Background: an optimization exercise with open tools, aiming at small area, a short achievable clock period and few clock cycles per item. Do not read the settings as production practice. Function was checked by simulation only, so behaviour that the tests miss may differ from the original. Power is estimated from default activity; no workload was simulated.

===== flow/run.sh =====
#!/bin/bash
# The standard layout, with these changes to how it is made:
#  - if flow/abc_area.script exists, ABC maps the logic with it
#  - the setup repair aims at the slack margin in flow/margin.txt
#  - the port buffers are sky130_fd_sc_hd__buf_1
# Registers, constraints and clock period are those of the standard flow.
set -euo pipefail
MARGIN=$(cat flow/margin.txt)
rm -rf scripts_x
cp -r "$FLOW_HOME/scripts" scripts_x
if [[ -f flow/abc_area.script ]]; then
  cp flow/abc_area.script scripts_x/abc_area.script
fi
bash standard.sh "SCRIPTS_DIR=$PWD/scripts_x" "SETUP_SLACK_MARGIN=$MARGIN" \
  "BUFFER_PORTS_ARGS=-buffer_cell sky130_fd_sc_hd__buf_1" finish > flow_make.log 2>&1

===== flow/margin.txt =====
4.95

===== standard.sh =====
#!/bin/bash
# synth_recipe.tcl (not shown) runs the flow's synth.tcl, then flattens the netlist and writes it again
# the make line also repeats each setting of config.mk as NAME=value (left out here)
make -C /OpenROAD-flow-scripts/flow DESIGN_CONFIG=/design/flow/config.mk WORK_HOME=/design/flow/orfs CLKGATE_MAP_FILE= SYNTH_SCRIPT=/design/flow/synth_recipe.tcl "${@:-finish}"

===== config.mk =====
export PLATFORM = sky130hd
export DESIGN_NAME = curve_tangler
export DESIGN_NICKNAME = curve_tangler
export VERILOG_FILES = /design/flow/design.v
export SDC_FILE = /design/flow/constraint.sdc
export NUM_CORES = 4
export LEC_CHECK = 0
export ABC_AREA = 1
export CAP_MARGIN = 20
export CORE_MARGIN = 2
export CORE_UTILIZATION = 40
export GPL_ROUTABILITY_DRIVEN = 1
export GPL_TIMING_DRIVEN = 1
export PLACE_DENSITY = 0.6
export SLEW_MARGIN = 20

===== constraint.sdc =====
create_clock -name core_clock -period 10.0 [get_ports {clk}]
set_input_delay 2.0000 -clock core_clock [delete_from_list [all_inputs] [get_ports {clk}]]
set_output_delay 2.0000 -clock core_clock [all_outputs]
set_load 0.01 [all_outputs]

===== design.v =====
module curve_tangler (
    input  wire        clk,
    input  wire        rst,         
    input  wire        cmd_valid,
    output wire        cmd_ready,
    input  wire [1:0]  cmd_op,
    input  wire [63:0] cmd_arg,
    output wire        rsp_valid,
    input  wire        rsp_ready,
    output wire [63:0] rsp_data
);
    reg  valid;
    assign cmd_ready = ~valid | rsp_ready;
    assign rsp_valid = valid;
    wire hil = cmd_op[1];
    wire det = cmd_op[0];
    wire ent = hil & ~det;           
    wire [31:0] ax = cmd_arg[63:32];
    wire [31:0] ay = cmd_arg[31:0];
    wire [31:0] u, s, lm01, lm10, lv0, lv1;
    genvar k;
    generate for (k = 0; k < 32; k = k + 1) begin : g_leaf
        assign u[k]    = det ? cmd_arg[2*k+1] : ax[k];
        assign s[k]    = det ? cmd_arg[2*k] : (ax[k] ^ ay[k]);
        assign lm01[k] = ent & s[k];
        assign lm10[k] = ent & ~s[k];
        assign lv0[k]  = hil & s[k] & u[k];
        assign lv1[k]  = hil & ~(s[k] | u[k]);
    end endgenerate
    wire gmc_1;
    assign gmc_1 = (lv0[31] ^ (lm01[30] & lv1[31]) ^ lv0[30]);
    wire gmp_2;
    assign gmp_2 = ((lm10[30] & lv0[31]) ^ lv1[31] ^ lv1[30]);
    wire gm_3;
    assign gm_3 = ~((lm01[28] & lm10[29]));
    wire gm_4;
    assign gm_4 = (lm01[29] ^ lm01[28]);
    wire gm_5;
    assign gm_5 = (lm10[28] ^ lm10[29]);
    wire gm_6;
    assign gm_6 = ~((lm10[28] & lm01[29]));
    wire gm_7;
    assign gm_7 = (lv0[29] ^ (lm01[28] & lv1[29]) ^ lv0[28]);
    wire gm_8;
    assign gm_8 = ((lm10[28] & lv0[29]) ^ lv1[29] ^ lv1[28]);
    wire gmc_9;
    assign gmc_9 = ((gm_3 & gmc_1) ^ (gm_4 & gmp_2) ^ gm_7);
    wire gmp_10;
    assign gmp_10 = ((gm_5 & gmc_1) ^ (gm_6 & gmp_2) ^ gm_8);
    wire gm_11;
    assign gm_11 = ~((lm01[26] & lm10[27]));
    wire gm_12;
    assign gm_12 = (lm01[27] ^ lm01[26]);
    wire gm_13;
    assign gm_13 = (lm10[26] ^ lm10[27]);
    wire gm_14;
    assign gm_14 = ~((lm10[26] & lm01[27]));
    wire gm_15;
    assign gm_15 = (lv0[27] ^ (lm01[26] & lv1[27]) ^ lv0[26]);
    wire gm_16;
    assign gm_16 = ((lm10[26] & lv0[27]) ^ lv1[27] ^ lv1[26]);
    wire gm_17;
    assign gm_17 = ~((lm01[24] & lm10[25]));
    wire gm_18;
    assign gm_18 = (lm01[25] ^ lm01[24]);
    wire gm_19;
    assign gm_19 = (lm10[24] ^ lm10[25]);
    wire gm_20;
    assign gm_20 = ~((lm10[24] & lm01[25]));
    wire gm_21;
    assign gm_21 = (lv0[25] ^ (lm01[24] & lv1[25]) ^ lv0[24]);
    wire gm_22;
    assign gm_22 = ((lm10[24] & lv0[25]) ^ lv1[25] ^ lv1[24]);
    wire gm_23;
    assign gm_23 = ((gm_17 & gm_11) ^ (gm_18 & gm_13));
    wire gm_24;
    assign gm_24 = ((gm_17 & gm_12) ^ (gm_18 & gm_14));
    wire gm_25;
    assign gm_25 = ((gm_19 & gm_11) ^ (gm_20 & gm_13));
    wire gm_26;
    assign gm_26 = ((gm_19 & gm_12) ^ (gm_20 & gm_14));
    wire gm_27;
    assign gm_27 = ((gm_17 & gm_15) ^ (gm_18 & gm_16) ^ gm_21);
    wire gm_28;
    assign gm_28 = ((gm_19 & gm_15) ^ (gm_20 & gm_16) ^ gm_22);
    wire gm_29;
    assign gm_29 = ~((lm01[22] & lm10[23]));
    wire gm_30;
    assign gm_30 = (lm01[23] ^ lm01[22]);
    wire gm_31;
    assign gm_31 = (lm10[22] ^ lm10[23]);
    wire gm_32;
    assign gm_32 = ~((lm10[22] & lm01[23]));
    wire gm_33;
    assign gm_33 = (lv0[23] ^ (lm01[22] & lv1[23]) ^ lv0[22]);
    wire gm_34;
    assign gm_34 = ((lm10[22] & lv0[23]) ^ lv1[23] ^ lv1[22]);
    wire gm_35;
    assign gm_35 = ~((lm01[20] & lm10[21]));
    wire gm_36;
    assign gm_36 = (lm01[21] ^ lm01[20]);
    wire gm_37;
    assign gm_37 = (lm10[20] ^ lm10[21]);
    wire gm_38;
    assign gm_38 = ~((lm10[20] & lm01[21]));
    wire gm_39;
    assign gm_39 = (lv0[21] ^ (lm01[20] & lv1[21]) ^ lv0[20]);
    wire gm_40;
    assign gm_40 = ((lm10[20] & lv0[21]) ^ lv1[21] ^ lv1[20]);
    wire gm_41;
    assign gm_41 = ((gm_35 & gm_29) ^ (gm_36 & gm_31));
    wire gm_42;
    assign gm_42 = ((gm_35 & gm_30) ^ (gm_36 & gm_32));
    wire gm_43;
    assign gm_43 = ((gm_37 & gm_29) ^ (gm_38 & gm_31));
    wire gm_44;
    assign gm_44 = ((gm_37 & gm_30) ^ (gm_38 & gm_32));
    wire gm_45;
    assign gm_45 = ((gm_35 & gm_33) ^ (gm_36 & gm_34) ^ gm_39);
    wire gm_46;
    assign gm_46 = ((gm_37 & gm_33) ^ (gm_38 & gm_34) ^ gm_40);
    wire gm_47;
    assign gm_47 = ~((lm01[18] & lm10[19]));
    wire gm_48;
    assign gm_48 = (lm01[19] ^ lm01[18]);
    wire gm_49;
    assign gm_49 = (lm10[18] ^ lm10[19]);
    wire gm_50;
    assign gm_50 = ~((lm10[18] & lm01[19]));
    wire gm_51;
    assign gm_51 = (lv0[19] ^ (lm01[18] & lv1[19]) ^ lv0[18]);
    wire gm_52;
    assign gm_52 = ((lm10[18] & lv0[19]) ^ lv1[19] ^ lv1[18]);
    wire gm_53;
    assign gm_53 = ~((lm01[16] & lm10[17]));
    wire gm_54;
    assign gm_54 = (lm01[17] ^ lm01[16]);
    wire gm_55;
    assign gm_55 = (lm10[16] ^ lm10[17]);
    wire gm_56;
    assign gm_56 = ~((lm10[16] & lm01[17]));
    wire gm_57;
    assign gm_57 = (lv0[17] ^ (lm01[16] & lv1[17]) ^ lv0[16]);
    wire gm_58;
    assign gm_58 = ((lm10[16] & lv0[17]) ^ lv1[17] ^ lv1[16]);
    wire gm_59;
    assign gm_59 = ((gm_53 & gm_47) ^ (gm_54 & gm_49));
    wire gm_60;
    assign gm_60 = ((gm_53 & gm_48) ^ (gm_54 & gm_50));
    wire gm_61;
    assign gm_61 = ((gm_55 & gm_47) ^ (gm_56 & gm_49));
    wire gm_62;
    assign gm_62 = ((gm_55 & gm_48) ^ (gm_56 & gm_50));
    wire gm_63;
    assign gm_63 = ((gm_53 & gm_51) ^ (gm_54 & gm_52) ^ gm_57);
    wire gm_64;
    assign gm_64 = ((gm_55 & gm_51) ^ (gm_56 & gm_52) ^ gm_58);
    wire gm_65;
    assign gm_65 = ~((lm01[14] & lm10[15]));
    wire gm_66;
    assign gm_66 = (lm01[15] ^ lm01[14]);
    wire gm_67;
    assign gm_67 = (lm10[14] ^ lm10[15]);
    wire gm_68;
    assign gm_68 = ~((lm10[14] & lm01[15]));
    wire gm_69;
    assign gm_69 = (lv0[15] ^ (lm01[14] & lv1[15]) ^ lv0[14]);
    wire gm_70;
    assign gm_70 = ((lm10[14] & lv0[15]) ^ lv1[15] ^ lv1[14]);
    wire gm_71;
    assign gm_71 = ~((lm01[12] & lm10[13]));
    wire gm_72;
    assign gm_72 = (lm01[13] ^ lm01[12]);
    wire gm_73;
    assign gm_73 = (lm10[12] ^ lm10[13]);
    wire gm_74;
    assign gm_74 = ~((lm10[12] & lm01[13]));
    wire gm_75;
    assign gm_75 = (lv0[13] ^ (lm01[12] & lv1[13]) ^ lv0[12]);
    wire gm_76;
    assign gm_76 = ((lm10[12] & lv0[13]) ^ lv1[13] ^ lv1[12]);
    wire gm_77;
    assign gm_77 = ((gm_71 & gm_65) ^ (gm_72 & gm_67));
    wire gm_78;
    assign gm_78 = ((gm_71 & gm_66) ^ (gm_72 & gm_68));
    wire gm_79;
    assign gm_79 = ((gm_73 & gm_65) ^ (gm_74 & gm_67));
    wire gm_80;
    assign gm_80 = ((gm_73 & gm_66) ^ (gm_74 & gm_68));
    wire gm_81;
    assign gm_81 = ((gm_71 & gm_69) ^ (gm_72 & gm_70) ^ gm_75);
    wire gm_82;
    assign gm_82 = ((gm_73 & gm_69) ^ (gm_74 & gm_70) ^ gm_76);
    wire gm_83;
    assign gm_83 = ~((lm01[10] & lm10[11]));
    wire gm_84;
    assign gm_84 = (lm01[11] ^ lm01[10]);
    wire gm_85;
    assign gm_85 = (lm10[10] ^ lm10[11]);
    wire gm_86;
    assign gm_86 = ~((lm10[10] & lm01[11]));
    wire gm_87;
    assign gm_87 = (lv0[11] ^ (lm01[10] & lv1[11]) ^ lv0[10]);
    wire gm_88;
    assign gm_88 = ((lm10[10] & lv0[11]) ^ lv1[11] ^ lv1[10]);
    wire gm_89;
    assign gm_89 = ~((lm01[8] & lm10[9]));
    wire gm_90;
    assign gm_90 = (lm01[9] ^ lm01[8]);
    wire gm_91;
    assign gm_91 = (lm10[8] ^ lm10[9]);
    wire gm_92;
    assign gm_92 = ~((lm10[8] & lm01[9]));
    wire gm_93;
    assign gm_93 = (lv0[9] ^ (lm01[8] & lv1[9]) ^ lv0[8]);
    wire gm_94;
    assign gm_94 = ((lm10[8] & lv0[9]) ^ lv1[9] ^ lv1[8]);
    wire gm_95;
    assign gm_95 = ((gm_89 & gm_83) ^ (gm_90 & gm_85));
    wire gm_96;
    assign gm_96 = ((gm_89 & gm_84) ^ (gm_90 & gm_86));
    wire gm_97;
    assign gm_97 = ((gm_91 & gm_83) ^ (gm_92 & gm_85));
    wire gm_98;
    assign gm_98 = ((gm_91 & gm_84) ^ (gm_92 & gm_86));
    wire gm_99;
    assign gm_99 = ((gm_89 & gm_87) ^ (gm_90 & gm_88) ^ gm_93);
    wire gm_100;
    assign gm_100 = ((gm_91 & gm_87) ^ (gm_92 & gm_88) ^ gm_94);
    wire gm_101;
    assign gm_101 = ~((lm01[6] & lm10[7]));
    wire gm_102;
    assign gm_102 = (lm01[7] ^ lm01[6]);
    wire gm_103;
    assign gm_103 = (lm10[6] ^ lm10[7]);
    wire gm_104;
    assign gm_104 = ~((lm10[6] & lm01[7]));
    wire gm_105;
    assign gm_105 = (lv0[7] ^ (lm01[6] & lv1[7]) ^ lv0[6]);
    wire gm_106;
    assign gm_106 = ((lm10[6] & lv0[7]) ^ lv1[7] ^ lv1[6]);
    wire gm_107;
    assign gm_107 = ~((lm01[4] & lm10[5]));
    wire gm_108;
    assign gm_108 = (lm01[5] ^ lm01[4]);
    wire gm_109;
    assign gm_109 = (lm10[4] ^ lm10[5]);
    wire gm_110;
    assign gm_110 = ~((lm10[4] & lm01[5]));
    wire gm_111;
    assign gm_111 = (lv0[5] ^ (lm01[4] & lv1[5]) ^ lv0[4]);
    wire gm_112;
    assign gm_112 = ((lm10[4] & lv0[5]) ^ lv1[5] ^ lv1[4]);
    wire gm_113;
    assign gm_113 = ((gm_107 & gm_101) ^ (gm_108 & gm_103));
    wire gm_114;
    assign gm_114 = ((gm_107 & gm_102) ^ (gm_108 & gm_104));
    wire gm_115;
    assign gm_115 = ((gm_109 & gm_101) ^ (gm_110 & gm_103));
    wire gm_116;
    assign gm_116 = ((gm_109 & gm_102) ^ (gm_110 & gm_104));
    wire gm_117;
    assign gm_117 = ((gm_107 & gm_105) ^ (gm_108 & gm_106) ^ gm_111);
    wire gm_118;
    assign gm_118 = ((gm_109 & gm_105) ^ (gm_110 & gm_106) ^ gm_112);
    wire gm_119;
    assign gm_119 = ~((lm01[2] & lm10[3]));
    wire gm_120;
    assign gm_120 = (lm01[3] ^ lm01[2]);
    wire gm_121;
    assign gm_121 = (lm10[2] ^ lm10[3]);
    wire gm_122;
    assign gm_122 = ~((lm10[2] & lm01[3]));
    wire gm_123;
    assign gm_123 = (lv0[3] ^ (lm01[2] & lv1[3]) ^ lv0[2]);
    wire gm_124;
    assign gm_124 = ((lm10[2] & lv0[3]) ^ lv1[3] ^ lv1[2]);
    wire gm_125;
    assign gm_125 = ~((lm01[0] & lm10[1]));
    wire gm_126;
    assign gm_126 = (lm01[1] ^ lm01[0]);
    wire gm_127;
    assign gm_127 = (lm10[0] ^ lm10[1]);
    wire gm_128;
    assign gm_128 = ~((lm10[0] & lm01[1]));
    wire gm_129;
    assign gm_129 = (lv0[1] ^ (lm01[0] & lv1[1]) ^ lv0[0]);
    wire gm_130;
    assign gm_130 = ((lm10[0] & lv0[1]) ^ lv1[1] ^ lv1[0]);
    wire gm_131;
    assign gm_131 = ((gm_125 & gm_119) ^ (gm_126 & gm_121));
    wire gm_132;
    assign gm_132 = ((gm_125 & gm_120) ^ (gm_126 & gm_122));
    wire gm_133;
    assign gm_133 = ((gm_127 & gm_119) ^ (gm_128 & gm_121));
    wire gm_134;
    assign gm_134 = ((gm_127 & gm_120) ^ (gm_128 & gm_122));
    wire gm_135;
    assign gm_135 = ((gm_125 & gm_123) ^ (gm_126 & gm_124) ^ gm_129);
    wire gm_136;
    assign gm_136 = ((gm_127 & gm_123) ^ (gm_128 & gm_124) ^ gm_130);
    wire skc_137;
    assign skc_137 = ((gm_23 & gmc_9) ^ (gm_24 & gmp_10) ^ gm_27);
    wire skp_138;
    assign skp_138 = ((gm_25 & gmc_9) ^ (gm_26 & gmp_10) ^ gm_28);
    wire sk_139;
    assign sk_139 = ((gm_59 & gm_41) ^ (gm_60 & gm_43));
    wire sk_140;
    assign sk_140 = ((gm_59 & gm_42) ^ (gm_60 & gm_44));
    wire sk_141;
    assign sk_141 = ((gm_61 & gm_41) ^ (gm_62 & gm_43));
    wire sk_142;
    assign sk_142 = ((gm_61 & gm_42) ^ (gm_62 & gm_44));
    wire sk_143;
    assign sk_143 = ((gm_59 & gm_45) ^ (gm_60 & gm_46) ^ gm_63);
    wire sk_144;
    assign sk_144 = ((gm_61 & gm_45) ^ (gm_62 & gm_46) ^ gm_64);
    wire sk_145;
    assign sk_145 = ((gm_95 & gm_77) ^ (gm_96 & gm_79));
    wire sk_146;
    assign sk_146 = ((gm_95 & gm_78) ^ (gm_96 & gm_80));
    wire sk_147;
    assign sk_147 = ((gm_97 & gm_77) ^ (gm_98 & gm_79));
    wire sk_148;
    assign sk_148 = ((gm_97 & gm_78) ^ (gm_98 & gm_80));
    wire sk_149;
    assign sk_149 = ((gm_95 & gm_81) ^ (gm_96 & gm_82) ^ gm_99);
    wire sk_150;
    assign sk_150 = ((gm_97 & gm_81) ^ (gm_98 & gm_82) ^ gm_100);
    wire sk_151;
    assign sk_151 = ((gm_131 & gm_113) ^ (gm_132 & gm_115));
    wire sk_152;
    assign sk_152 = ((gm_131 & gm_114) ^ (gm_132 & gm_116));
    wire sk_153;
    assign sk_153 = ((gm_133 & gm_113) ^ (gm_134 & gm_115));
    wire sk_154;
    assign sk_154 = ((gm_133 & gm_114) ^ (gm_134 & gm_116));
    wire sk_155;
    assign sk_155 = ((gm_131 & gm_117) ^ (gm_132 & gm_118) ^ gm_135);
    wire sk_156;
    assign sk_156 = ((gm_133 & gm_117) ^ (gm_134 & gm_118) ^ gm_136);
    wire skc_157;
    assign skc_157 = ((gm_41 & skc_137) ^ (gm_42 & skp_138) ^ gm_45);
    wire skp_158;
    assign skp_158 = ((gm_43 & skc_137) ^ (gm_44 & skp_138) ^ gm_46);
    wire skc_159;
    assign skc_159 = ((sk_139 & skc_137) ^ (sk_140 & skp_138) ^ sk_143);
    wire skp_160;
    assign skp_160 = ((sk_141 & skc_137) ^ (sk_142 & skp_138) ^ sk_144);
    wire sk_161;
    assign sk_161 = ((gm_113 & sk_145) ^ (gm_114 & sk_147));
    wire sk_162;
    assign sk_162 = ((gm_113 & sk_146) ^ (gm_114 & sk_148));
    wire sk_163;
    assign sk_163 = ((gm_115 & sk_145) ^ (gm_116 & sk_147));
    wire sk_164;
    assign sk_164 = ((gm_115 & sk_146) ^ (gm_116 & sk_148));
    wire sk_165;
    assign sk_165 = ((gm_113 & sk_149) ^ (gm_114 & sk_150) ^ gm_117);
    wire sk_166;
    assign sk_166 = ((gm_115 & sk_149) ^ (gm_116 & sk_150) ^ gm_118);
    wire sk_167;
    assign sk_167 = ((sk_151 & sk_145) ^ (sk_152 & sk_147));
    wire sk_168;
    assign sk_168 = ((sk_151 & sk_146) ^ (sk_152 & sk_148));
    wire sk_169;
    assign sk_169 = ((sk_153 & sk_145) ^ (sk_154 & sk_147));
    wire sk_170;
    assign sk_170 = ((sk_153 & sk_146) ^ (sk_154 & sk_148));
    wire sk_171;
    assign sk_171 = ((sk_151 & sk_149) ^ (sk_152 & sk_150) ^ sk_155);
    wire sk_172;
    assign sk_172 = ((sk_153 & sk_149) ^ (sk_154 & sk_150) ^ sk_156);
    wire skc_173;
    assign skc_173 = ((gm_77 & skc_159) ^ (gm_78 & skp_160) ^ gm_81);
    wire skp_174;
    assign skp_174 = ((gm_79 & skc_159) ^ (gm_80 & skp_160) ^ gm_82);
    wire skc_175;
    assign skc_175 = ((sk_145 & skc_159) ^ (sk_146 & skp_160) ^ sk_149);
    wire skp_176;
    assign skp_176 = ((sk_147 & skc_159) ^ (sk_148 & skp_160) ^ sk_150);
    wire skc_177;
    assign skc_177 = ((sk_161 & skc_159) ^ (sk_162 & skp_160) ^ sk_165);
    wire skp_178;
    assign skp_178 = ((sk_163 & skc_159) ^ (sk_164 & skp_160) ^ sk_166);
    wire skc_179;
    assign skc_179 = ((sk_167 & skc_159) ^ (sk_168 & skp_160) ^ sk_171);
    wire skp_180;
    assign skp_180 = ((sk_169 & skc_159) ^ (sk_170 & skp_160) ^ sk_172);
    wire [6:0] n_c, n_p;
    assign n_c[6] = gmc_9;
    assign n_p[6] = gmp_10;
    assign n_c[5] = skc_137;
    assign n_p[5] = skp_138;
    assign n_c[4] = skc_157;
    assign n_p[4] = skp_158;
    assign n_c[3] = skc_159;
    assign n_p[3] = skp_160;
    assign n_c[2] = skc_173;
    assign n_p[2] = skp_174;
    assign n_c[1] = skc_175;
    assign n_p[1] = skp_176;
    assign n_c[0] = skc_177;
    assign n_p[0] = skp_178;
    wire [31:0] tau;
    assign tau[31] = 1'b0;
    wire tq_181;
    assign tq_181 = (s[30] ? lv1[31] : lv0[31]);
    assign tau[30] = tq_181;
    wire lwc_182;
    assign lwc_182 = (lv0[31] ^ (lm01[30] & lv1[31]) ^ lv0[30]);
    wire lwp_183;
    assign lwp_183 = ((lm10[30] & lv0[31]) ^ lv1[31] ^ lv1[30]);
    wire tq_184;
    assign tq_184 = (s[29] ? lwp_183 : lwc_182);
    assign tau[29] = tq_184;
    wire lwc_185;
    assign lwc_185 = (lwc_182 ^ (lm01[29] & lwp_183) ^ lv0[29]);
    wire lwp_186;
    assign lwp_186 = ((lm10[29] & lwc_182) ^ lwp_183 ^ lv1[29]);
    wire tq_187;
    assign tq_187 = (s[28] ? lwp_186 : lwc_185);
    assign tau[28] = tq_187;
    assign tau[27] = 1'b0;
    wire tq_188;
    assign tq_188 = (s[26] ? lv1[27] : lv0[27]);
    assign tau[26] = tq_188;
    wire lwc_189;
    assign lwc_189 = (lv0[27] ^ (lm01[26] & lv1[27]) ^ lv0[26]);
    wire lwp_190;
    assign lwp_190 = ((lm10[26] & lv0[27]) ^ lv1[27] ^ lv1[26]);
    wire tq_191;
    assign tq_191 = (s[25] ? lwp_190 : lwc_189);
    assign tau[25] = tq_191;
    wire lwc_192;
    assign lwc_192 = (lwc_189 ^ (lm01[25] & lwp_190) ^ lv0[25]);
    wire lwp_193;
    assign lwp_193 = ((lm10[25] & lwc_189) ^ lwp_190 ^ lv1[25]);
    wire tq_194;
    assign tq_194 = (s[24] ? lwp_193 : lwc_192);
    assign tau[24] = tq_194;
    assign tau[23] = 1'b0;
    wire tq_195;
    assign tq_195 = (s[22] ? lv1[23] : lv0[23]);
    assign tau[22] = tq_195;
    wire lwc_196;
    assign lwc_196 = (lv0[23] ^ (lm01[22] & lv1[23]) ^ lv0[22]);
    wire lwp_197;
    assign lwp_197 = ((lm10[22] & lv0[23]) ^ lv1[23] ^ lv1[22]);
    wire tq_198;
    assign tq_198 = (s[21] ? lwp_197 : lwc_196);
    assign tau[21] = tq_198;
    wire lwc_199;
    assign lwc_199 = (lwc_196 ^ (lm01[21] & lwp_197) ^ lv0[21]);
    wire lwp_200;
    assign lwp_200 = ((lm10[21] & lwc_196) ^ lwp_197 ^ lv1[21]);
    wire tq_201;
    assign tq_201 = (s[20] ? lwp_200 : lwc_199);
    assign tau[20] = tq_201;
    assign tau[19] = 1'b0;
    wire tq_202;
    assign tq_202 = (s[18] ? lv1[19] : lv0[19]);
    assign tau[18] = tq_202;
    wire lwc_203;
    assign lwc_203 = (lv0[19] ^ (lm01[18] & lv1[19]) ^ lv0[18]);
    wire lwp_204;
    assign lwp_204 = ((lm10[18] & lv0[19]) ^ lv1[19] ^ lv1[18]);
    wire tq_205;
    assign tq_205 = (s[17] ? lwp_204 : lwc_203);
    assign tau[17] = tq_205;
    wire lwc_206;
    assign lwc_206 = (lwc_203 ^ (lm01[17] & lwp_204) ^ lv0[17]);
    wire lwp_207;
    assign lwp_207 = ((lm10[17] & lwc_203) ^ lwp_204 ^ lv1[17]);
    wire tq_208;
    assign tq_208 = (s[16] ? lwp_207 : lwc_206);
    assign tau[16] = tq_208;
    assign tau[15] = 1'b0;
    wire tq_209;
    assign tq_209 = (s[14] ? lv1[15] : lv0[15]);
    assign tau[14] = tq_209;
    wire lwc_210;
    assign lwc_210 = (lv0[15] ^ (lm01[14] & lv1[15]) ^ lv0[14]);
    wire lwp_211;
    assign lwp_211 = ((lm10[14] & lv0[15]) ^ lv1[15] ^ lv1[14]);
    wire tq_212;
    assign tq_212 = (s[13] ? lwp_211 : lwc_210);
    assign tau[13] = tq_212;
    wire lwc_213;
    assign lwc_213 = (lwc_210 ^ (lm01[13] & lwp_211) ^ lv0[13]);
    wire lwp_214;
    assign lwp_214 = ((lm10[13] & lwc_210) ^ lwp_211 ^ lv1[13]);
    wire tq_215;
    assign tq_215 = (s[12] ? lwp_214 : lwc_213);
    assign tau[12] = tq_215;
    assign tau[11] = 1'b0;
    wire tq_216;
    assign tq_216 = (s[10] ? lv1[11] : lv0[11]);
    assign tau[10] = tq_216;
    wire lwc_217;
    assign lwc_217 = (lv0[11] ^ (lm01[10] & lv1[11]) ^ lv0[10]);
    wire lwp_218;
    assign lwp_218 = ((lm10[10] & lv0[11]) ^ lv1[11] ^ lv1[10]);
    wire tq_219;
    assign tq_219 = (s[9] ? lwp_218 : lwc_217);
    assign tau[9] = tq_219;
    wire lwc_220;
    assign lwc_220 = (lwc_217 ^ (lm01[9] & lwp_218) ^ lv0[9]);
    wire lwp_221;
    assign lwp_221 = ((lm10[9] & lwc_217) ^ lwp_218 ^ lv1[9]);
    wire tq_222;
    assign tq_222 = (s[8] ? lwp_221 : lwc_220);
    assign tau[8] = tq_222;
    assign tau[7] = 1'b0;
    wire tq_223;
    assign tq_223 = (s[6] ? lv1[7] : lv0[7]);
    assign tau[6] = tq_223;
    wire lwc_224;
    assign lwc_224 = (lv0[7] ^ (lm01[6] & lv1[7]) ^ lv0[6]);
    wire lwp_225;
    assign lwp_225 = ((lm10[6] & lv0[7]) ^ lv1[7] ^ lv1[6]);
    wire tq_226;
    assign tq_226 = (s[5] ? lwp_225 : lwc_224);
    assign tau[5] = tq_226;
    wire lwc_227;
    assign lwc_227 = (lwc_224 ^ (lm01[5] & lwp_225) ^ lv0[5]);
    wire lwp_228;
    assign lwp_228 = ((lm10[5] & lwc_224) ^ lwp_225 ^ lv1[5]);
    wire tq_229;
    assign tq_229 = (s[4] ? lwp_228 : lwc_227);
    assign tau[4] = tq_229;
    assign tau[3] = 1'b0;
    wire tq_230;
    assign tq_230 = (s[2] ? lv1[3] : lv0[3]);
    assign tau[2] = tq_230;
    wire lwc_231;
    assign lwc_231 = (lv0[3] ^ (lm01[2] & lv1[3]) ^ lv0[2]);
    wire lwp_232;
    assign lwp_232 = ((lm10[2] & lv0[3]) ^ lv1[3] ^ lv1[2]);
    wire tq_233;
    assign tq_233 = (s[1] ? lwp_232 : lwc_231);
    assign tau[1] = tq_233;
    wire lwc_234;
    assign lwc_234 = (lwc_231 ^ (lm01[1] & lwp_232) ^ lv0[1]);
    wire lwp_235;
    assign lwp_235 = ((lm10[1] & lwc_231) ^ lwp_232 ^ lv1[1]);
    wire tq_236;
    assign tq_236 = (s[0] ? lwp_235 : lwc_234);
    assign tau[0] = tq_236;
    wire [31:0] n_o, n_m;
    generate for (k = 0; k < 32; k = k + 1) begin : g_pre
        assign n_o[k] = hil ? (u[k] ^ tau[k]) : (det ? cmd_arg[2*k] : ay[k]);
        assign n_m[k] = hil ? s[k] : (det ? (cmd_arg[2*k+1] ^ cmd_arg[2*k]) : ax[k]);
    end endgenerate
    reg         r_ent, r_det;
    reg  [31:0] r_o, r_m;
    reg  [6:0] r_c, r_p;
    always @(posedge clk) begin
        if (rst)
            valid <= 1'b0;
        else if (cmd_ready)
            valid <= cmd_valid;
        if (cmd_ready) begin
            r_ent <= ent;
            r_det <= det;
            r_o   <= n_o;
            r_m   <= n_m;
            r_c   <= n_c;
            r_p   <= n_p;
        end
    end
    wire [31:0] fo;
    assign fo[31] = r_o[31];
    assign fo[30] = r_o[30];
    assign fo[29] = r_o[29];
    assign fo[28] = r_o[28];
    wire qq_237;
    assign qq_237 = ((~r_m[27] & r_c[6]) ^ (r_m[27] & r_p[6]));
    assign fo[27] = r_o[27] ^ qq_237;
    wire lf_238;
    assign lf_238 = (r_m[26] ^ (r_m[27] & ~r_m[26]));
    wire lf_239;
    assign lf_239 = (~r_m[26] ^ (~r_m[27] & r_m[26]));
    wire lf_240;
    assign lf_240 = (r_ent ? lf_239 : ~r_m[26]);
    wire lf_241;
    assign lf_241 = (r_ent ? lf_238 : r_m[26]);
    wire qq_242;
    assign qq_242 = ((lf_240 & r_c[6]) ^ (lf_241 & r_p[6]));
    assign fo[26] = r_o[26] ^ qq_242;
    wire lf_243;
    assign lf_243 = (r_m[25] ^ (r_m[26] & ~r_m[25]));
    wire lf_244;
    assign lf_244 = (~r_m[25] ^ (~r_m[26] & r_m[25]));
    wire lf_245;
    assign lf_245 = (lf_243 ^ (r_m[27] & lf_244));
    wire lf_246;
    assign lf_246 = (lf_244 ^ (~r_m[27] & lf_243));
    wire lf_247;
    assign lf_247 = (r_ent ? lf_246 : ~r_m[25]);
    wire lf_248;
    assign lf_248 = (r_ent ? lf_245 : r_m[25]);
    wire qq_249;
    assign qq_249 = ((lf_247 & r_c[6]) ^ (lf_248 & r_p[6]));
    assign fo[25] = r_o[25] ^ qq_249;
    wire lf_250;
    assign lf_250 = (r_m[24] ^ (r_m[25] & ~r_m[24]));
    wire lf_251;
    assign lf_251 = (~r_m[24] ^ (~r_m[25] & r_m[24]));
    wire lf_252;
    assign lf_252 = (lf_250 ^ (r_m[26] & lf_251));
    wire lf_253;
    assign lf_253 = (lf_251 ^ (~r_m[26] & lf_250));
    wire lf_254;
    assign lf_254 = (lf_252 ^ (r_m[27] & lf_253));
    wire lf_255;
    assign lf_255 = (lf_253 ^ (~r_m[27] & lf_252));
    wire lf_256;
    assign lf_256 = (r_ent ? lf_255 : ~r_m[24]);
    wire lf_257;
    assign lf_257 = (r_ent ? lf_254 : r_m[24]);
    wire qq_258;
    assign qq_258 = ((lf_256 & r_c[6]) ^ (lf_257 & r_p[6]));
    assign fo[24] = r_o[24] ^ qq_258;
    wire qq_259;
    assign qq_259 = ((~r_m[23] & r_c[5]) ^ (r_m[23] & r_p[5]));
    assign fo[23] = r_o[23] ^ qq_259;
    wire lf_260;
    assign lf_260 = (r_m[22] ^ (r_m[23] & ~r_m[22]));
    wire lf_261;
    assign lf_261 = (~r_m[22] ^ (~r_m[23] & r_m[22]));
    wire lf_262;
    assign lf_262 = (r_ent ? lf_261 : ~r_m[22]);
    wire lf_263;
    assign lf_263 = (r_ent ? lf_260 : r_m[22]);
    wire qq_264;
    assign qq_264 = ((lf_262 & r_c[5]) ^ (lf_263 & r_p[5]));
    assign fo[22] = r_o[22] ^ qq_264;
    wire lf_265;
    assign lf_265 = (r_m[21] ^ (r_m[22] & ~r_m[21]));
    wire lf_266;
    assign lf_266 = (~r_m[21] ^ (~r_m[22] & r_m[21]));
    wire lf_267;
    assign lf_267 = (lf_265 ^ (r_m[23] & lf_266));
    wire lf_268;
    assign lf_268 = (lf_266 ^ (~r_m[23] & lf_265));
    wire lf_269;
    assign lf_269 = (r_ent ? lf_268 : ~r_m[21]);
    wire lf_270;
    assign lf_270 = (r_ent ? lf_267 : r_m[21]);
    wire qq_271;
    assign qq_271 = ((lf_269 & r_c[5]) ^ (lf_270 & r_p[5]));
    assign fo[21] = r_o[21] ^ qq_271;
    wire lf_272;
    assign lf_272 = (r_m[20] ^ (r_m[21] & ~r_m[20]));
    wire lf_273;
    assign lf_273 = (~r_m[20] ^ (~r_m[21] & r_m[20]));
    wire lf_274;
    assign lf_274 = (lf_272 ^ (r_m[22] & lf_273));
    wire lf_275;
    assign lf_275 = (lf_273 ^ (~r_m[22] & lf_272));
    wire lf_276;
    assign lf_276 = (lf_274 ^ (r_m[23] & lf_275));
    wire lf_277;
    assign lf_277 = (lf_275 ^ (~r_m[23] & lf_274));
    wire lf_278;
    assign lf_278 = (r_ent ? lf_277 : ~r_m[20]);
    wire lf_279;
    assign lf_279 = (r_ent ? lf_276 : r_m[20]);
    wire qq_280;
    assign qq_280 = ((lf_278 & r_c[5]) ^ (lf_279 & r_p[5]));
    assign fo[20] = r_o[20] ^ qq_280;
    wire qq_281;
    assign qq_281 = ((~r_m[19] & r_c[4]) ^ (r_m[19] & r_p[4]));
    assign fo[19] = r_o[19] ^ qq_281;
    wire lf_282;
    assign lf_282 = (r_m[18] ^ (r_m[19] & ~r_m[18]));
    wire lf_283;
    assign lf_283 = (~r_m[18] ^ (~r_m[19] & r_m[18]));
    wire lf_284;
    assign lf_284 = (r_ent ? lf_283 : ~r_m[18]);
    wire lf_285;
    assign lf_285 = (r_ent ? lf_282 : r_m[18]);
    wire qq_286;
    assign qq_286 = ((lf_284 & r_c[4]) ^ (lf_285 & r_p[4]));
    assign fo[18] = r_o[18] ^ qq_286;
    wire lf_287;
    assign lf_287 = (r_m[17] ^ (r_m[18] & ~r_m[17]));
    wire lf_288;
    assign lf_288 = (~r_m[17] ^ (~r_m[18] & r_m[17]));
    wire lf_289;
    assign lf_289 = (lf_287 ^ (r_m[19] & lf_288));
    wire lf_290;
    assign lf_290 = (lf_288 ^ (~r_m[19] & lf_287));
    wire lf_291;
    assign lf_291 = (r_ent ? lf_290 : ~r_m[17]);
    wire lf_292;
    assign lf_292 = (r_ent ? lf_289 : r_m[17]);
    wire qq_293;
    assign qq_293 = ((lf_291 & r_c[4]) ^ (lf_292 & r_p[4]));
    assign fo[17] = r_o[17] ^ qq_293;
    wire lf_294;
    assign lf_294 = (r_m[16] ^ (r_m[17] & ~r_m[16]));
    wire lf_295;
    assign lf_295 = (~r_m[16] ^ (~r_m[17] & r_m[16]));
    wire lf_296;
    assign lf_296 = (lf_294 ^ (r_m[18] & lf_295));
    wire lf_297;
    assign lf_297 = (lf_295 ^ (~r_m[18] & lf_294));
    wire lf_298;
    assign lf_298 = (lf_296 ^ (r_m[19] & lf_297));
    wire lf_299;
    assign lf_299 = (lf_297 ^ (~r_m[19] & lf_296));
    wire lf_300;
    assign lf_300 = (r_ent ? lf_299 : ~r_m[16]);
    wire lf_301;
    assign lf_301 = (r_ent ? lf_298 : r_m[16]);
    wire qq_302;
    assign qq_302 = ((lf_300 & r_c[4]) ^ (lf_301 & r_p[4]));
    assign fo[16] = r_o[16] ^ qq_302;
    wire qq_303;
    assign qq_303 = ((~r_m[15] & r_c[3]) ^ (r_m[15] & r_p[3]));
    assign fo[15] = r_o[15] ^ qq_303;
    wire lf_304;
    assign lf_304 = (r_m[14] ^ (r_m[15] & ~r_m[14]));
    wire lf_305;
    assign lf_305 = (~r_m[14] ^ (~r_m[15] & r_m[14]));
    wire lf_306;
    assign lf_306 = (r_ent ? lf_305 : ~r_m[14]);
    wire lf_307;
    assign lf_307 = (r_ent ? lf_304 : r_m[14]);
    wire qq_308;
    assign qq_308 = ((lf_306 & r_c[3]) ^ (lf_307 & r_p[3]));
    assign fo[14] = r_o[14] ^ qq_308;
    wire lf_309;
    assign lf_309 = (r_m[13] ^ (r_m[14] & ~r_m[13]));
    wire lf_310;
    assign lf_310 = (~r_m[13] ^ (~r_m[14] & r_m[13]));
    wire lf_311;
    assign lf_311 = (lf_309 ^ (r_m[15] & lf_310));
    wire lf_312;
    assign lf_312 = (lf_310 ^ (~r_m[15] & lf_309));
    wire lf_313;
    assign lf_313 = (r_ent ? lf_312 : ~r_m[13]);
    wire lf_314;
    assign lf_314 = (r_ent ? lf_311 : r_m[13]);
    wire qq_315;
    assign qq_315 = ((lf_313 & r_c[3]) ^ (lf_314 & r_p[3]));
    assign fo[13] = r_o[13] ^ qq_315;
    wire lf_316;
    assign lf_316 = (r_m[12] ^ (r_m[13] & ~r_m[12]));
    wire lf_317;
    assign lf_317 = (~r_m[12] ^ (~r_m[13] & r_m[12]));
    wire lf_318;
    assign lf_318 = (lf_316 ^ (r_m[14] & lf_317));
    wire lf_319;
    assign lf_319 = (lf_317 ^ (~r_m[14] & lf_316));
    wire lf_320;
    assign lf_320 = (lf_318 ^ (r_m[15] & lf_319));
    wire lf_321;
    assign lf_321 = (lf_319 ^ (~r_m[15] & lf_318));
    wire lf_322;
    assign lf_322 = (r_ent ? lf_321 : ~r_m[12]);
    wire lf_323;
    assign lf_323 = (r_ent ? lf_320 : r_m[12]);
    wire qq_324;
    assign qq_324 = ((lf_322 & r_c[3]) ^ (lf_323 & r_p[3]));
    assign fo[12] = r_o[12] ^ qq_324;
    wire qq_325;
    assign qq_325 = ((~r_m[11] & r_c[2]) ^ (r_m[11] & r_p[2]));
    assign fo[11] = r_o[11] ^ qq_325;
    wire lf_326;
    assign lf_326 = (r_m[10] ^ (r_m[11] & ~r_m[10]));
    wire lf_327;
    assign lf_327 = (~r_m[10] ^ (~r_m[11] & r_m[10]));
    wire lf_328;
    assign lf_328 = (r_ent ? lf_327 : ~r_m[10]);
    wire lf_329;
    assign lf_329 = (r_ent ? lf_326 : r_m[10]);
    wire qq_330;
    assign qq_330 = ((lf_328 & r_c[2]) ^ (lf_329 & r_p[2]));
    assign fo[10] = r_o[10] ^ qq_330;
    wire lf_331;
    assign lf_331 = (r_m[9] ^ (r_m[10] & ~r_m[9]));
    wire lf_332;
    assign lf_332 = (~r_m[9] ^ (~r_m[10] & r_m[9]));
    wire lf_333;
    assign lf_333 = (lf_331 ^ (r_m[11] & lf_332));
    wire lf_334;
    assign lf_334 = (lf_332 ^ (~r_m[11] & lf_331));
    wire lf_335;
    assign lf_335 = (r_ent ? lf_334 : ~r_m[9]);
    wire lf_336;
    assign lf_336 = (r_ent ? lf_333 : r_m[9]);
    wire qq_337;
    assign qq_337 = ((lf_335 & r_c[2]) ^ (lf_336 & r_p[2]));
    assign fo[9] = r_o[9] ^ qq_337;
    wire lf_338;
    assign lf_338 = (r_m[8] ^ (r_m[9] & ~r_m[8]));
    wire lf_339;
    assign lf_339 = (~r_m[8] ^ (~r_m[9] & r_m[8]));
    wire lf_340;
    assign lf_340 = (lf_338 ^ (r_m[10] & lf_339));
    wire lf_341;
    assign lf_341 = (lf_339 ^ (~r_m[10] & lf_338));
    wire lf_342;
    assign lf_342 = (lf_340 ^ (r_m[11] & lf_341));
    wire lf_343;
    assign lf_343 = (lf_341 ^ (~r_m[11] & lf_340));
    wire lf_344;
    assign lf_344 = (r_ent ? lf_343 : ~r_m[8]);
    wire lf_345;
    assign lf_345 = (r_ent ? lf_342 : r_m[8]);
    wire qq_346;
    assign qq_346 = ((lf_344 & r_c[2]) ^ (lf_345 & r_p[2]));
    assign fo[8] = r_o[8] ^ qq_346;
    wire qq_347;
    assign qq_347 = ((~r_m[7] & r_c[1]) ^ (r_m[7] & r_p[1]));
    assign fo[7] = r_o[7] ^ qq_347;
    wire lf_348;
    assign lf_348 = (r_m[6] ^ (r_m[7] & ~r_m[6]));
    wire lf_349;
    assign lf_349 = (~r_m[6] ^ (~r_m[7] & r_m[6]));
    wire lf_350;
    assign lf_350 = (r_ent ? lf_349 : ~r_m[6]);
    wire lf_351;
    assign lf_351 = (r_ent ? lf_348 : r_m[6]);
    wire qq_352;
    assign qq_352 = ((lf_350 & r_c[1]) ^ (lf_351 & r_p[1]));
    assign fo[6] = r_o[6] ^ qq_352;
    wire lf_353;
    assign lf_353 = (r_m[5] ^ (r_m[6] & ~r_m[5]));
    wire lf_354;
    assign lf_354 = (~r_m[5] ^ (~r_m[6] & r_m[5]));
    wire lf_355;
    assign lf_355 = (lf_353 ^ (r_m[7] & lf_354));
    wire lf_356;
    assign lf_356 = (lf_354 ^ (~r_m[7] & lf_353));
    wire lf_357;
    assign lf_357 = (r_ent ? lf_356 : ~r_m[5]);
    wire lf_358;
    assign lf_358 = (r_ent ? lf_355 : r_m[5]);
    wire qq_359;
    assign qq_359 = ((lf_357 & r_c[1]) ^ (lf_358 & r_p[1]));
    assign fo[5] = r_o[5] ^ qq_359;
    wire lf_360;
    assign lf_360 = (r_m[4] ^ (r_m[5] & ~r_m[4]));
    wire lf_361;
    assign lf_361 = (~r_m[4] ^ (~r_m[5] & r_m[4]));
    wire lf_362;
    assign lf_362 = (lf_360 ^ (r_m[6] & lf_361));
    wire lf_363;
    assign lf_363 = (lf_361 ^ (~r_m[6] & lf_360));
    wire lf_364;
    assign lf_364 = (lf_362 ^ (r_m[7] & lf_363));
    wire lf_365;
    assign lf_365 = (lf_363 ^ (~r_m[7] & lf_362));
    wire lf_366;
    assign lf_366 = (r_ent ? lf_365 : ~r_m[4]);
    wire lf_367;
    assign lf_367 = (r_ent ? lf_364 : r_m[4]);
    wire qq_368;
    assign qq_368 = ((lf_366 & r_c[1]) ^ (lf_367 & r_p[1]));
    assign fo[4] = r_o[4] ^ qq_368;
    wire qq_369;
    assign qq_369 = ((~r_m[3] & r_c[0]) ^ (r_m[3] & r_p[0]));
    assign fo[3] = r_o[3] ^ qq_369;
    wire lf_370;
    assign lf_370 = (r_m[2] ^ (r_m[3] & ~r_m[2]));
    wire lf_371;
    assign lf_371 = (~r_m[2] ^ (~r_m[3] & r_m[2]));
    wire lf_372;
    assign lf_372 = (r_ent ? lf_371 : ~r_m[2]);
    wire lf_373;
    assign lf_373 = (r_ent ? lf_370 : r_m[2]);
    wire qq_374;
    assign qq_374 = ((lf_372 & r_c[0]) ^ (lf_373 & r_p[0]));
    assign fo[2] = r_o[2] ^ qq_374;
    wire lf_375;
    assign lf_375 = (r_m[1] ^ (r_m[2] & ~r_m[1]));
    wire lf_376;
    assign lf_376 = (~r_m[1] ^ (~r_m[2] & r_m[1]));
    wire lf_377;
    assign lf_377 = (lf_375 ^ (r_m[3] & lf_376));
    wire lf_378;
    assign lf_378 = (lf_376 ^ (~r_m[3] & lf_375));
    wire lf_379;
    assign lf_379 = (r_ent ? lf_378 : ~r_m[1]);
    wire lf_380;
    assign lf_380 = (r_ent ? lf_377 : r_m[1]);
    wire qq_381;
    assign qq_381 = ((lf_379 & r_c[0]) ^ (lf_380 & r_p[0]));
    assign fo[1] = r_o[1] ^ qq_381;
    wire lf_382;
    assign lf_382 = (r_m[0] ^ (r_m[1] & ~r_m[0]));
    wire lf_383;
    assign lf_383 = (~r_m[0] ^ (~r_m[1] & r_m[0]));
    wire lf_384;
    assign lf_384 = (lf_382 ^ (r_m[2] & lf_383));
    wire lf_385;
    assign lf_385 = (lf_383 ^ (~r_m[2] & lf_382));
    wire lf_386;
    assign lf_386 = (lf_384 ^ (r_m[3] & lf_385));
    wire lf_387;
    assign lf_387 = (lf_385 ^ (~r_m[3] & lf_384));
    wire lf_388;
    assign lf_388 = (r_ent ? lf_387 : ~r_m[0]);
    wire lf_389;
    assign lf_389 = (r_ent ? lf_386 : r_m[0]);
    wire qq_390;
    assign qq_390 = ((lf_388 & r_c[0]) ^ (lf_389 & r_p[0]));
    assign fo[0] = r_o[0] ^ qq_390;
    wire [63:0] ent_res, det_res;
    generate for (k = 0; k < 32; k = k + 1) begin : g_res
        assign ent_res[2*k+1] = fo[k];
        assign ent_res[2*k]   = r_m[k];
        assign det_res[32+k]  = fo[k];
        assign det_res[k]     = fo[k] ^ r_m[k];
    end endgenerate
    assign rsp_data = r_det ? det_res : ent_res;
endmodule

==> run notes, run 1 <==
category of the worst setup path launch point=input pin; power density cells=156 nW/µm²; gate count of the mapped netlist=2038; compound-gate portion of the synthesized area=16.1%; leading cell type in the layout, fill and taps excluded=nand2_1; CTS Buf Count=9; post-synthesis sequential element count=81; GRT overflow=0; crit path time final=4780 ps; Synth Flop Type=edfxtp_1; syn_nets=2108; first-pass iteration count of the detailed router=6; average footprint of a synthesized cell=5.93 µm²; critical path capture point type=register; Std-Cell Core Area=29700 µm²; mux contribution to synthesized area=1.00%; clock slew seen by the registers of the worst setup and hold paths=60 ps; cell type with the highest occurrence count on the critical path=nand2_1; Clock Skews=7.03 ps; Setup Crit Path Kind=input pin to register; Clock H-tree levels=3; final cell utilization of the core=45.4%; Layout Cells excl Fill=2532; net count of the finished layout=2207; root buffer selected by CTS=clkbuf_16; Slew Limit Headroom=47.3%; PortBufs=135; async set-reset flop share out of synthesis=0%; largest net degree at the start of global routing=84; arrival time at the worst endpoint=4860 ps; worst min-delay path category=register to register; # IOs=136; biggest fanout along the worst timing path=8; number of vias after detailed routing=13.3k; Hold Violations, Final=0; leakage power of the design=6.54 nW; cells traversed along the worst timing path=buf_1, inv_1, nor2_1, a21oi_1, or2_2, nor2_2, nand2_1, nand2_1, nand2_1, nand2_1, nor2_1, xnor2_1, xor2_1, nand3_1, nand2_1, nand3_1, nand2_4, nand2_1, nand2_1, nand2_1, nand2_1, nand2_1; fraction of the mapped netlist area in simple logic gates=38.3%; Hold Buf Count CTS=0; Clock Latency Late Sink=330 ps; Total Power Consumption=2.10 mW; Cell Rows=63; count of endpoints failing setup in the final report=0; setup repair after global routing missed its margin=true; Buffers & Inverters on Critical Path=2; top achievable clock speed=209 MHz; number of antenna cells inserted=0; area of the mapped netlist=12100 µm²; maximum clock path buffer count=2; global-route wire length before repair=61.5 mm; sum of negative setup slack=0 ps; top cell family by delay on the critical path=simple AND/OR/NAND/NOR gates; Post-Route Hold Slack=901 ps; antenna violations before repair=0; TritonCTS clock tree=done; post-route cell area=13500 µm²; average routed wire per standard cell=16.4 µm; share of synthesized cell area in full adder, half adder and majority cells=0%; number of flops mapped to enable cells by yosys=80; status=no timing/DRC/antenna violations; R2R Setup Slk=8320 ps; TritonCTS Sinks=81; Worst R2R End=r_o[11]; placed cell count=2498; dominant combinational cell family by area after synthesis=simple AND/OR/NAND/NOR gates; worst-case vdd ir drop=90.9 µV; Horiz. Die Dim=178 µm; number of pins exceeding their max-slew limit in the final report=0; worst endpoint required time=10080 ps; worst setup path startpoint=cmd_arg[51]; Synthesis Warnings=1; sequential share of the synthesized area=20.0%; Post-DP HPWL=31.5 mm; max-cap viol count=0; final routed DRC violation total=0; total wire length after detailed routing=41.6 mm; Die Height=178 µm; slew at the pin with the worst max-slew slack=789 ps; count of cell types in the netlist=52; drt via density=5.24; remaining antenna violation count after routing=0; Synth-to-Final Area Change=11.5%; cell with the largest stage delay on the worst path=buf_1; dpl cell area=12700 µm²; commonest cells after routing, fill and taps aside=nand2_1 (634), inv_1 (252), o21ai_0 (195); termination of the worst setup path=r_p[2]; layout cell share with drive strength beyond 1=8.73%; total die area=31600 µm²; parity-gate share of the synthesized area counting xor and xnor cells=12.5%; effective utilization at floorplan=40.7%; gp weighted congestion=0.929; worst reg-to-reg path cell count=2; Worst Setup Slack, final=5220 ps; delay of the slowest critical-path stage=310 ps; launch point of the worst reg-to-reg path=valid; vias in the first global route=11.6k; period utilisation layout=47.8%; Post-Place Setup Slack=3560 ps; detailed router's first-iteration violation count=1252; stages on the worst setup path=22; overall track demand over capacity in global routing=24.8%
[timing repair]
action | in CTS | in global routing
endpoints found under the setup margin | 58 | 18
buffers inserted | 2 | 8
cloned | 1 | 7
resized for setup | 17 | 37
pin swaps | 1 | 2
[layer usage]
layer | part of all wire [%] | up-vias | global-route usage [%]
met5 | 0 | - | 0
met4 | 2.9 | 0 | 8.85
met3 | 6.2 | 52 | 2.19
met2 | 44 | 445 | 39.2
met1 | 47 | 6015 | 35.3
li1 | - | 6763 | -
[synthesized netlist by cell type (all sizes together) (2+ instances only)]
master / instances / share of area [%]
o21bai: 2 / 0.12
inv: 282 / 8.8
a21oi: 89 / 3.8
a31oi: 3 / 0.16
o21a: 3 / 0.19
a22oi: 2 / 0.12
nand4: 10 / 0.52
o31ai: 6 / 0.37
edfxtp: 80 / 20
mux2i: 11 / 0.91
or2: 5 / 0.26
nand3b: 6 / 0.37
buf: 30 / 2.0
o221ai: 10 / 0.72
nor2: 154 / 5.4
nand2: 683 / 22
o211ai: 8 / 0.54
nor3: 18 / 0.79
o22ai: 12 / 0.62
nand3: 193 / 8.6
xnor2: 73 / 5.3
xor2: 94 / 7.2
o21ai: 214 / 9.1
clkbuf: 41 / 1.3
clkinv: 2 / 0.062
[final cells by class]
cell class | count | area, µm²
fill | 3177 | 16200
multi-input combinational | 1603 | 8270
sequential | 81 | 2420
inverter | 284 | 1130
timing repair buffer | 156 | 871
tap | 390 | 488
clock buffer | 9 | 225
clock inverter | 7 | 52.6
timing repair inverter | 2 | 22.5
[flip-flops by register name, summed over array words and instances, names as in the netlist]
name	flops
r_det	1
r_m	32
r_p	7
r_c	7
r_ent	1
r_o	32
valid	1
[kinds of logic after synthesis]
family / after synthesis
muxes: 12
DFF: 81
buffers and inverters: 355
AOI/OAI and AO/OA: 353
and+or+nand+nor: 1070
xor gates and xnor gates: 167
[power by group]
part / switching, mW / leakage (nW) / internal (mW)
clock network: 0.131 / 0.132 / 0.170
registers: 0.0704 / 0.855 / 0.459
logic: 0.839 / 5.55 / 0.430
[worst min path at each step]
stage | start | endpoint | slack [ps] | cells after the start
after floorplan | valid | valid | 1520 | 2
after global routing | valid | valid | 1010 | 2
after global placement | valid | valid | 910 | 2
after detailed placement | valid | valid | 930 | 2
after CTS | valid | valid | 940 | 2
final | valid | valid | 900 | 2
[worst min-delay path: cells and delay by family, from the launching register on]
kind	cells	cell delay, ps
AOI/OAI and AO/OA	1	120
DFF	1	330
and+or+nand+nor	1	410
Testbench counts, summed over its fixed seeds: cycles 8,008, items 8,000.
==> run 2, diff against run 1 <==
--- a/config.mk
+++ b/config.mk
@@ -10,4 +10,6 @@
 export CORE_MARGIN = 2
 export CORE_UTILIZATION = 40
+export CTS_CLUSTER_DIAMETER = 100
+export CTS_CLUSTER_SIZE = 50
 export GPL_ROUTABILITY_DRIVEN = 1
 export GPL_TIMING_DRIVEN = 1
==> run 2 against run 1 <==
  * Still clean
  * Clock power about the same
  * Routed wire length unchanged
  * Fmax unchanged
  * Register-to-register slack about the same
  * Cell area unchanged
  * Non-clock buffer count unchanged
  * Power unchanged
  * First-iteration DRC count unchanged
  * Sequential share of layout area unchanged
  * Largest power group unchanged
  * Highest routed layer unchanged
==> run notes, run 2 <==
leakage power of the design=6.54 nW (unchanged); crit path time final=4780 ps (unchanged); drt via density=5.24 (unchanged); worst endpoint required time=10080 ps (about the same); status=no timing/DRC/antenna violations (unchanged); worst-case vdd ir drop=90.9 µV (unchanged); Total Power Consumption=2.10 mW (unchanged); TritonCTS clock tree=done (unchanged); total wire length after detailed routing=41.6 mm (unchanged); CTS Buf Count=9 (unchanged); arrival time at the worst endpoint=4860 ps (about the same); final cell utilization of the core=45.4% (unchanged); Synth Flop Type=edfxtp_1 (unchanged); Worst Setup Slack, final=5220 ps (unchanged); post-synthesis sequential element count=81 (unchanged); global-route wire length before repair=61.5 mm (unchanged); slew at the pin with the worst max-slew slack=789 ps (unchanged); net count of the finished layout=2207 (unchanged); number of pins exceeding their max-slew limit in the final report=0 (unchanged); delay of the slowest critical-path stage=310 ps (about the same); count of cell types in the netlist=52 (unchanged); Cell Rows=63 (unchanged); number of antenna cells inserted=0 (unchanged); number of flops mapped to enable cells by yosys=80 (unchanged); Clock H-tree levels=3 (unchanged); detailed router's first-iteration violation count=1252 (unchanged); combined flip-flop and latch cell area=2420 µm² (unchanged); GRT overflow=0 (unchanged); PortBufs=135 (unchanged); top achievable clock speed=209 MHz (unchanged); Hold Buf Count CTS=0 (unchanged); TritonCTS Sinks=81 (unchanged); async set-reset flop share out of synthesis=0% (unchanged); top cell family by delay on the critical path=simple AND/OR/NAND/NOR gates (unchanged); met1 Track Usage GR=35.3% (unchanged); root buffer selected by CTS=clkbuf_16 (unchanged); setup repair after global routing missed its margin=true (unchanged); biggest fanout along the worst timing path=8 (unchanged); Hold Violations, Final=0 (unchanged); gp weighted congestion=0.929 (unchanged); period utilisation layout=47.8% (unchanged); cell type with the highest occurrence count on the critical path=nand2_1 (unchanged); average routed wire per standard cell=16.4 µm (unchanged); Slew Limit Headroom=47.3% (unchanged); Post-Place Setup Slack=3560 ps (unchanged); gate count of the mapped netlist=2038 (unchanged); cells traversed along the worst timing path=buf_1, inv_1, nor2_1, a21oi_1, or2_2, nor2_2, nand2_1, nand2_1, nand2_1, nand2_1, nor2_1, xnor2_1, xor2_1, nand3_1, nand2_1, nand3_1, nand2_4, nand2_1, nand2_1, nand2_1, nand2_1, nand2_1 (unchanged); largest net degree at the start of global routing=84 (unchanged); count of filler cells inserted in the layout=3177 (unchanged); commonest cells after routing, fill and taps aside=nand2_1 (634), inv_1 (252), o21ai_0 (195) (unchanged); leading cell type in the layout, fill and taps excluded=nand2_1 (unchanged); maximum clock path buffer count=2 (unchanged); final routed DRC violation total=0 (unchanged); sequential share of the synthesized area=20.0% (unchanged); Buffers & Inverters on Critical Path=2 (unchanged); clock slew seen by the registers of the worst setup and hold paths=60 ps (about the same); peak-usage layer in the global routing report=met2 (unchanged); average footprint of a synthesized cell=5.93 µm² (unchanged); top cell types by occurrence after synthesis=nand2_1 (637), inv_1 (252), o21ai_0 (197) (unchanged); remaining antenna violation count after routing=0 (unchanged); GR Util met3=2.19% (unchanged); power density cells=156 nW/µm² (unchanged); number of vias after detailed routing=13.3k (unchanged); cells taking the most area after synthesis=edfxtp_1 (20%), nand2_1 (20%), o21ai_0 (8.2%), inv_1 (7.8%), nand3_1 (7.4%) (unchanged); antenna violations before repair=0 (unchanged); Top Registers=r_m x32, r_o x32 (unchanged); layout cell share with drive strength beyond 1=8.73% (unchanged); critical path capture point type=register (unchanged); Setup Crit Path Kind=input pin to register (unchanged); vias in the first global route=11.6k (unchanged); area of the mapped netlist=12100 µm² (unchanged); Clock Latency Late Sink=330 ps (about the same); multi-input combinational cell area=8270 µm² (unchanged); most frequent cell after synthesis=nand2_1 (unchanged); sum of negative setup slack=0 ps (unchanged); worst min-delay path category=register to register (unchanged); # IOs=136 (unchanged); largest area contributor in the netlist=edfxtp_1 (unchanged); effective utilization at floorplan=40.7% (unchanged); max-cap viol count=0 (unchanged); cell with the largest stage delay on the worst path=buf_1 (unchanged); count of endpoints failing setup in the final report=0 (unchanged); Die Height=178 µm (unchanged); Synth-to-Final Area Change=11.5% (unchanged); total die area=31600 µm² (unchanged); first-pass iteration count of the detailed router=6 (unchanged); M2 GR Usage=39.2% (unchanged); Clock Skews=7.03 ps (unchanged); Horiz. Die Dim=178 µm (unchanged); Post-DP HPWL=31.5 mm (unchanged); overall track demand over capacity in global routing=24.8% (unchanged); syn_nets=2108 (unchanged); area share of the largest cell type after synthesis=19.9% (unchanged); Std-Cell Core Area=29700 µm² (unchanged); category of the worst setup path launch point=input pin (unchanged); Synthesis Warnings=1 (unchanged)
-- run 2: worst reg2reg max path, stage by stage, from the launching register on --
cell     delay (ps)
dfxtp_1         330
nand2_4         410
buf_4           570
-- run 2: layout make-up --
class / instances / area share, %
Inverter: 284 / 8.35
Clock inverter: 7 / 0.390
Sequential cell: 81 / 18.0
Clock buffer: 9 / 1.67
Tap cell: 390 / 3.62
Timing Repair inverter: 2 / 0.167
Multi-Input combinational cell: 1603 / 61.4
Timing Repair Buffer: 156 / 6.46
-- run 2: power breakdown --
group          switching (mW)  leakage, nW  total (mW)  internal (mW)
clock network           0.131        0.132       0.301          0.170
logic                   0.839         5.55        1.27          0.430
registers              0.0704        0.855       0.529          0.459
total                    1.04         6.54        2.10           1.06
-- run 2: worst paths after layout --
kind / start / endpoint / slack (ps) / cells after the start
setup / recovery: cmd_arg[51] / r_p[2] / 5220 / 22
hold / removal: valid / valid / 900 / 2
setup reg to reg: valid / r_o[11] / 8320 / 2
hold reg to reg: valid / valid / 900 / 2
-- run 2: repair_timing --
item	in CTS	in global routing
buffers inserted	2	8
cloned	1	7
gates resized for setup	17	37
endpoints found under the setup margin	58	18
pin swaps	1	2
-- run 2: logic make-up after synthesis --
group,Yosys count,synth area share (%)
AOI/OAI and AO/OA,353,16.1
xor gates and xnor gates,167,12.5
DFF,81,20.0
buffers and inverters,355,12.1
muxes,12,1.00
and+or+nand+nor,1070,38.3
-- run 2: metal layers --
layer	up-vias	share of wire, %
li1	6763	-
met1	6015	47
met2	445	44
met4	0	2.9
met3	52	6.2
met5	-	0
-- run 2: through the flow --
stage               instance area (µm²)  hold slack (ps)  std cells
floorplan                         12100             1520       2038
global placement                  12700              912       2498
detailed placement                12700              926       2498
CTS                               13100              935       2517
global route                      13500             1010       2532
finish                            13500              901       2532
==> run 3, diff against run 2 <==
--- a/flow/run.sh
+++ b/flow/run.sh
@@ -1,5 +1,6 @@
 #!/bin/bash
 # The standard layout, with these changes to how it is made:
-#  - if flow/abc_area.script exists, ABC maps the logic with it
+#  - if flow/abc_area.script exists, ABC maps the logic with it (here: two rounds of
+#    the standard area mapping)
 #  - the setup repair aims at the slack margin in flow/margin.txt
 #  - the port buffers are sky130_fd_sc_hd__buf_1
==> flow/abc_area.script (new file) <==
strash
dch
map -B 0.9
topo
strash
dch
map -B 0.9
topo
stime -c
buffer -c
upsize -c
dnsize -c
--- a/config.mk
+++ b/config.mk
@@ -10,6 +10,4 @@
 export CORE_MARGIN = 2
 export CORE_UTILIZATION = 40
-export CTS_CLUSTER_DIAMETER = 100
-export CTS_CLUSTER_SIZE = 50
 export GPL_ROUTABILITY_DRIVEN = 1
 export GPL_TIMING_DRIVEN = 1
==> run 3 against run 2 <==
  * Utilization up 1.8 points
  * Worst setup slack worse by 100 ps
  * Still clean
  * Register-to-register slack better by 90 ps
  * Critical path type unchanged
  * Largest power group unchanged
  * Largest cell class unchanged
  * Power up 1.5%
==> run notes, run 3 <==
status=no timing/DRC/antenna violations (unchanged); Setup Crit Path Kind=input pin to register (unchanged); Clock Latency Late Sink=330 ps (about the same); max-cap viol count=0 (unchanged); Post-Place Setup Slack=3780 ps (was 3560 ps); top achievable clock speed=205 MHz (was 209 MHz); area share of the largest cell type after synthesis=20.4% (was 19.9%); Worst Setup Slack, final=5120 ps (was 5220 ps); GRT overflow=0 (unchanged); detailed router's first-iteration violation count=1210 (was 1252); net count of the finished layout=2297 (was 2207); period utilisation layout=48.8% (was 47.8%); P_int=1.08 mW (was 1.06 mW); Logic pwr share=61.0% (was 60.4%); setup repair after global routing missed its margin=true (unchanged); layout cell share with drive strength beyond 1=10.4% (was 8.73%); effective utilization at floorplan=40.9% (was 40.7%); commonest cells after routing, fill and taps aside=nand2_1 (643), inv_1 (249), nand3_1 (219) (was nand2_1 (634), inv_1 (252), o21ai_0 (195)); launch point of the worst reg-to-reg path=valid (unchanged); switching part of the total power=49.3% (was 49.5%); Worst R2R End=r_o[16] (was r_o[11]); average routed wire per standard cell=16.6 µm (was 16.4 µm); root buffer selected by CTS=clkbuf_16 (unchanged); cells taking the most area after synthesis=nand2_1 (20%), edfxtp_1 (20%), nand3_1 (9.4%), inv_1 (7.7%), o21ai_0 (7.6%) (was edfxtp_1 (20%), nand2_1 (20%), o21ai_0 (8.2%), inv_1 (7.8%), nand3_1 (7.4%)); TritonCTS clock tree=done (unchanged); largest net degree at the start of global routing=83 (was 84); Top Registers=r_m x32, r_o x32 (unchanged); Synth-to-Final Area Change=15.2% (was 11.5%); Clock H-tree levels=3 (unchanged); power density cells=152 nW/µm² (was 156 nW/µm²); Die Height=179 µm (was 178 µm); post-synthesis sequential element count=81 (unchanged); Total Power Consumption=2.13 mW (was 2.10 mW); placed cell count=2559 (was 2498); GR Util met3=2.05% (was 2.19%); global-route wire length before repair=63.9 mm (was 61.5 mm); top cell types by occurrence after synthesis=nand2_1 (662), inv_1 (250), nand3_1 (228) (was nand2_1 (637), inv_1 (252), o21ai_0 (197)); hold wc startpoint=valid (unchanged); maximum clock path buffer count=2 (unchanged); vias in the first global route=11.9k (was 11.6k); async set-reset flop share out of synthesis=0% (unchanged); TritonCTS Sinks=81 (unchanged); syn_nets=2161 (was 2108); Clock Skews=5.74 ps (was 7.03 ps); Horiz. Die Dim=179 µm (was 178 µm); final routed DRC violation total=0 (unchanged); # IOs=136 (unchanged); total die area=31900 µm² (was 31600 µm²); average footprint of a synthesized cell=5.83 µm² (was 5.93 µm²); number of pins exceeding their max-slew limit in the final report=0 (unchanged); clock network power share=14.4% (was 14.3%); category of the worst setup path launch point=input pin (unchanged); Layout Cells excl Fill=2622 (was 2532); antenna violations before repair=1 (was 0); largest area contributor in the netlist=nand2_1 (was edfxtp_1); net switching power=1.05 mW (was 1.04 mW); M2 GR Usage=41.8% (was 39.2%); leakage power of the design=6.92 nW (was 6.54 nW); Synthesis Warnings=1 (unchanged); number of flops mapped to enable cells by yosys=80 (unchanged); crit path time final=4880 ps (was 4780 ps); post-route cell area=14000 µm² (was 13500 µm²); Post-DP HPWL=32.4 mm (was 31.5 mm); Cell Rows=63 (unchanged); arrival time at the worst endpoint=4960 ps (was 4860 ps); first-pass iteration count of the detailed router=5 (was 6); sum of negative setup slack=0 ps (unchanged); sequential share of the synthesized area=19.9% (was 20.0%); Slew Limit Headroom=35.9% (was 47.3%); overall track demand over capacity in global routing=25.4% (was 24.8%); dpl cell area=12900 µm² (was 12700 µm²)
-- run 3: cell types whose count changed after synthesis, sizes merged, moves of 9 or more --
cell / delta
nand3: +53
nor2: +24
inv: -19
nand2: +14
xor2: -14
o21ai: -13
a21oi: +12
o221ai: -10
xnor2: -10
clkbuf: -9
-- run 3: per-layer routing --
metal,wire length [µm],vias to the layer above
li1,-,7097
met1,19900,6337
met2,19700,501
met3,3130,50
met4,772,0
met5,0,-
-- run 3: kinds of logic after synthesis --
kind of cell / share of synthesized area [%]
buf+inv: 11.3
simple gates: 41.5
flops: 19.9
xor+xnor: 10.6
mux: 0.780
compound gates: 15.9
-- run 3: power by group through the flow --
stage / clock [mW] / combinational (mW) / sequential [mW]
final: 0.306 / 1.30 / 0.524
after global routing: 0.326 / 1.45 / 0.531
after CTS: 0.312 / 1.21 / 0.526
after detailed placement: 0 / 1.19 / 0.534
after global placement: 0 / 1.17 / 0.535
after floorplan: 0 / 0.872 / 0.497
-- run 3: cell type report --
| type | count | area, µm² | share of cell area [%] |
|---|---|---|---|
| Timing Repair Buffer | 187 | 1160 | 8.26 |
| Inverter | 266 | 1050 | 7.45 |
| Sequential cell | 81 | 2420 | 17.2 |
| Timing Repair inverter | 3 | 30.0 | 0.214 |
| Multi-Input combinational cell | 1679 | 8620 | 61.4 |
| Tap cell | 390 | 488 | 3.47 |
| Clock inverter | 7 | 53.8 | 0.383 |
| Clock buffer | 9 | 225 | 1.60 |
-- run 3: worst max-delay path by stage --
stage               startpoint         to  cells past startpoint  slack (ps)
finish               cmd_op[1]     r_c[0]                     24        5120
global route         cmd_op[1]     r_p[0]                     26        4880
CTS                  cmd_op[0]     r_p[0]                     19        4930
detailed placement   cmd_op[1]     r_p[0]                     21        3780
global placement     cmd_op[1]     r_p[0]                     21        3830
floorplan            rsp_ready  cmd_ready                      2        4960
-- run 3: critical path, cell delays in order --
cell,delay [ps]
clkbuf_4,170
buf_12,130
inv_4,60
buf_12,160
nor2_4,140
buf_12,160
inv_16,80
nor2_1,150
nand2_1,130
nand2_2,130
nand2_1,100
xor2_2,370
nand3_1,170
nand2_1,110
nand3_1,70
nand2_1,140
nand2_1,90
nand3b_1,160
nand2_1,120
inv_1,50
nand2_1,70
nand2_1,50
nand2_1,50
nand2_1,50
-- run 3: timing repair --
| action | in CTS | in global routing |
|---|---|---|
| pin swaps | 0 | 16 |
| gates resized for setup | 28 | 65 |
| endpoints found under the hold margin | 0 | 0 |
| buffers inserted | 3 | 32 |
| setup endpoints to repair | 47 | 22 |
| gates cloned | 3 | 9 |

==> what the ideal ports hide <==
Ports are ideal in the flow. The routed layouts listed here were re-timed in OpenROAD. Step 1: set_driving_cell puts a clkbuf_16 on clk and a buf_2 on each other input, an assumption about the parent block. Step 2, shift: input delay + t, output delay - t, t = (earliest + latest rising clock arrival at the registers) / 2. This alone moves slack from input paths to output paths. Slacks: ideal / step 1 / step 2; pairs: ideal / step 1.
| run | t (ns) | setup WS [ns] |
|---|---|---|
| run 1 | 0.376 | 5.223 / 5.124 / 4.748 |
| run 2 | 0.376 | 5.223 / 5.124 / 4.748 |
| run 3 | 0.369 | 5.120 / 5.086 / 4.717 |
After both steps every run listed still meets setup and hold.
